This is an optimization exercise on Yosys and OpenROAD, whose aim is small area, not a production implementation.
Function was checked by simulation only, so behaviour that the tests miss may differ from the original.
Power and IR drop assume default switching activity.

Setup of before:
==> flow/design.v (excerpt) <==
module rcpwm_ctrl (
    input  wire        clk,
    input  wire        rst,            
    input  wire        tick,           
    input  wire        pin,            
    input  wire [1:0]  mode_in,        
    input  wire [11:0] bit_cycles,     
    input  wire        map_cont,       
    input  wire        oor_default,    
    input  wire [7:0]  default_duty,
    input  wire [7:0]  oor_char,       
    input  wire [15:0] supply_mv,
    input  wire [15:0] b0_center,      
    input  wire [15:0] b0_ltol,
    input  wire [15:0] b0_utol,
    input  wire        b0_is_mv,
    input  wire [15:0] b0_value,       
    input  wire [7:0]  b0_code,
    input  wire [15:0] b1_center,
    input  wire [15:0] b1_ltol,
    input  wire [15:0] b1_utol,
    input  wire        b1_is_mv,
    input  wire [15:0] b1_value,
    input  wire [7:0]  b1_code,
    input  wire [15:0] b2_center,
    input  wire [15:0] b2_ltol,
    input  wire [15:0] b2_utol,
    input  wire        b2_is_mv,
    input  wire [15:0] b2_value,
    input  wire [7:0]  b2_code,
    input  wire [15:0] in_min,         
    input  wire [15:0] in_max,         
    output reg  [7:0]  duty,
    output reg         txd
);
    localparam [1:0] P_IDLE = 2'd0, P_COMP = 2'd1, P_WAIT = 2'd2, P_SEND = 2'd3;
    localparam [2:0] K_MODE = 3'd0, K_TAB1 = 3'd1, K_MINUS = 3'd2, K_XDIG = 3'd3,
                     K_TAB2 = 3'd4, K_FIELD = 3'd5, K_CR = 3'd6, K_LF = 3'd7;
    reg [15:0] cnt;        
    reg        pin_q;
    reg [1:0]  mode_r;
    reg [15:0] T;          
    reg [17:0] R;          
    reg [7:0]  Q;          
    reg [1:0]  ph;         
    reg [11:0] bcnt;       
  ...
export LEC_CHECK = 0
export CAP_MARGIN = 20
export CORE_MARGIN = 2
export CORE_UTILIZATION = 40
export SLEW_MARGIN = 20
create_clock -name core_clock -period 120.0 [get_ports {clk}]
standard.sh (not shown) runs the stock make flow with config.mk's settings and CLKGATE_MAP_FILE= SYNTH_SCRIPT=/design/flow/synth_recipe.tcl, a recipe that flattens the netlist after the stock synthesis.
==> flow/flow/run.sh <==
#!/bin/bash
# The standard layout (standard.sh), with these changes:
#  - synthesis: the standard flow's own synthesis script, but abc maps the logic with an
#    area-oriented script (flow/area.abc) instead of ORFS's abc_area.script;
#    registers, flattening and renaming are unchanged;
#  - the port buffers are sky130_fd_sc_hd__buf_1 cells;
#  - clock tree: clkbuf_8 buffers, clusters of at most 10 sinks, no dummy loads.
set -euo pipefail
W=$PWD
{
  cat <<EOF
proc abc {args} {
  set i [lsearch -exact \$args -script]
  if {\$i >= 0} { set args [lreplace \$args [expr {\$i+1}] [expr {\$i+1}] $W/flow/area.abc] }
  yosys abc {*}\$args
}
EOF
  cat synth_recipe.tcl
} > my_synth.tcl
bash standard.sh SYNTH_SCRIPT=$W/my_synth.tcl \
  'BUFFER_PORTS_ARGS=-buffer_cell sky130_fd_sc_hd__buf_1' \
  'CTS_ARGS=-sink_clustering_enable -repair_clock_nets -dont_use_dummy_load -buf_list sky130_fd_sc_hd__clkbuf_8 -sink_clustering_size 10' \
  finish > standard_flow.log 2>&1
==> flow/flow/area.abc <==
strash
&get -n
&deepsyn -T 60
&put
dch
amap
The following lists how after was set up differently from before:
diff --git a/flow/design.v b/flow/design.v
--- a/flow/design.v
+++ b/flow/design.v
@@ -25,33 +25,35 @@
     input  wire [15:0] b2_center,
     input  wire [15:0] b2_ltol,
     input  wire [15:0] b2_utol,
     input  wire        b2_is_mv,
     input  wire [15:0] b2_value,
     input  wire [7:0]  b2_code,
     input  wire [15:0] in_min,         
     input  wire [15:0] in_max,         
     output reg  [7:0]  duty,
     output reg         txd
 );
-    localparam [1:0] P_IDLE = 2'd0, P_COMP = 2'd1, P_WAIT = 2'd2, P_SEND = 2'd3;
+    localparam [1:0] P_COMP = 2'd0, P_WAIT = 2'd1, P_SEND = 2'd2;
     localparam [2:0] K_MODE = 3'd0, K_TAB1 = 3'd1, K_MINUS = 3'd2, K_XDIG = 3'd3,
                      K_TAB2 = 3'd4, K_FIELD = 3'd5, K_CR = 3'd6, K_LF = 3'd7;
     reg [15:0] cnt;        
     reg        pin_q;
     reg [1:0]  mode_r;
     reg [15:0] T;          
     reg [17:0] R;          
     reg [7:0]  Q;          
-    reg [1:0]  ph;         
+    reg        busy;       
+    reg [1:0]  ph;
     reg [11:0] bcnt;       
+    reg [3:0]  bidx;       
     reg [2:0]  kind;       
     reg [2:0]  k;          
     reg        run;        
     reg        skip;       
     reg        hneg;       
     reg        lt_min, gt_max;
     reg [1:0]  sel;        
     function automatic [17:0] radd18(input [17:0] a, input [17:0] b, input ci);
         integer i;
         reg c;
         begin
@@ -65,27 +67,26 @@
     function automatic [15:0] rinc16(input [15:0] a, input ci);
         integer i;
         reg c;
         begin
             c = ci;
             for (i = 0; i < 16; i = i + 1) begin
                 rinc16[i] = a[i] ^ c;
                 c = c & a[i];
             end
         end
     endfunction
-    wire [3:0] bidx = Q[7:4];
     wire [6:0] S   = bcnt[6:0];
     wire [1:0] bnd = S[4:3];
     wire [2:0] op  = S[2:0];
-    wire       comp = (ph == P_COMP);
+    wire       comp = busy & (ph == P_COMP);
     wire [17:0] x_s   = {{2{T[15]}}, T};
     wire [17:0] min_s = {{2{in_min[15]}}, in_min};
     wire [17:0] max_s = {{2{in_max[15]}}, in_max};
     reg [15:0] v_sel;
     reg        mv_sel;
     reg [7:0]  code_sel;
     always @(*) begin
         case (sel)
             2'd0: begin v_sel = b0_value; mv_sel = b0_is_mv; code_sel = b0_code; end
             2'd1: begin v_sel = b1_value; mv_sel = b1_is_mv; code_sel = b1_code; end
             2'd2: begin v_sel = b2_value; mv_sel = b2_is_mv; code_sel = b2_code; end
@@ -281,36 +282,37 @@
             R <= sum;
         if (run && !comp) begin
             if (!neg) begin
                 Q[3:0] <= Q[3:0] + 4'd1;
             end else if (skip && Q[3:0] == 4'd0 && k != 3'd0) begin
                 k <= k - 3'd1;
             end else begin
                 run <= 1'b0;
             end
         end
         if (rst) begin
-            ph     <= P_IDLE;
+            busy   <= 1'b0;
             mode_r <= mode_in;
             cnt    <= 16'd0;
             T      <= 16'd0;
             duty   <= 8'd0;
             txd    <= 1'b1;
         end else begin
             cnt <= rinc16(cnt, tick);
-            if (ph == P_IDLE) begin
+            if (!busy) begin
                 if (pin != pin_q) begin
                     if (!pin) begin
                         T <= cnt;                             
                     end else begin
                         R    <= {2'd0, cnt};                  
+                        busy <= 1'b1;
                         ph   <= P_COMP;
                         bcnt <= 12'd0;
                         sel  <= 2'd3;
                     end
                 end
             end else if (ph == P_COMP) begin
                 case (S[6:4])
                     3'd0: if (S[3:0] == 4'd0) T <= sum[15:0];
                     3'd2, 3'd3: begin
                         if (op == 3'd2) hneg <= neg;
                         if (op == 3'd5) begin
@@ -339,47 +341,47 @@
                             run    <= 1'b1;
                             skip   <= 1'b1;
                             ph     <= P_WAIT;
                         end
                     end
                     default: ;
                 endcase
             end else if (ph == P_WAIT) begin
                 if (!run) begin
                     ph   <= P_SEND;
                     kind <= K_MODE;
-                    Q[7:4] <= 4'd0;
+                    bidx <= 4'd0;
                     bcnt <= 12'd0;
                     txd  <= 1'b0;                             
                 end
             end else begin
                 if (bit_end) begin
                     bcnt <= 12'd0;
                     if (bidx == 4'd9) begin
                         if (kind == K_LF) begin
-                            ph   <= P_IDLE;
+                            busy <= 1'b0;
                             T    <= 16'd0;
                         end else begin
                             kind <= next_kind;
-                            Q[7:4] <= 4'd0;
+                            bidx <= 4'd0;
                             txd  <= 1'b0;                     
                             if (next_kind == K_TAB2) begin
                                 R      <= sum;                
                                 Q[3:0] <= 4'd0;
                                 k      <= 3'd2;
                                 run    <= 1'b1;
                                 skip   <= 1'b1;
                             end
                         end
                     end else begin
-                        Q[7:4] <= bidx + 4'd1;
+                        bidx <= bidx + 4'd1;
                         txd  <= (bidx == 4'd8) ? 1'b1 : cur_byte[bidx[2:0]];
                         if (bidx == 4'd3 && digits) begin
                             k <= k - 3'd1;
                             if (k != 3'd0) begin
                                 Q[3:0] <= 4'd0;
                                 run    <= 1'b1;
                                 skip   <= 1'b0;
                             end
                         end
                     end
                 end
## What came out
after: done, clean on timing, DRC and antenna
Compared with before, after shows a leakage power that is about 3.5% higher.
Power (after over before): decrease, 0.069 mW
From before to after the numbers moved as follows: footprint of the flip-flops and latches climbed about 8%; design area climbed about 3.5%; met2 routing resource usage after global routing lower.
Row sequential share of layout area: after higher / before lower
The first-pass GRT wire length of after is lower than that of before.
The via count reported for after is lower than the one for before.
Taking before as 1.0, after lands at 0.875 on reported sequential group power.
NOTE: proportion of power drawn by combinational gates in after falls short of that of before

## port drivers added, routing unchanged
Ports are ideal in the flow. The routed layouts listed here were re-timed in OpenROAD.
Step 1: set_driving_cell puts a clkbuf_16 on clk and a buf_2 on each other input, an assumption about the parent block.
Step 2 moves the port delays by t, midway between the first and last clock arrival at a register: inputs arrive t later, outputs are due t later. That takes back most of the time a late clock gives input paths.
Slacks: no drivers / after step 1 / after step 2; pairs: no drivers / after step 1.
run	t (ns)	setup slack, ns	latest minus earliest clock arrival (ns)	worst slew at a driven data input, ns
before	0.403	82.972 / 82.987 / 82.584	0.035 / 0.035	0.14
after	0.405	84.361 / 84.368 / 83.962	0.037 / 0.037	0.10
After both steps every run listed still meets setup and hold. For after, which loses most, drivers alone change the setup slack by +0.007 ns; drivers and shift together by -0.399 ns.
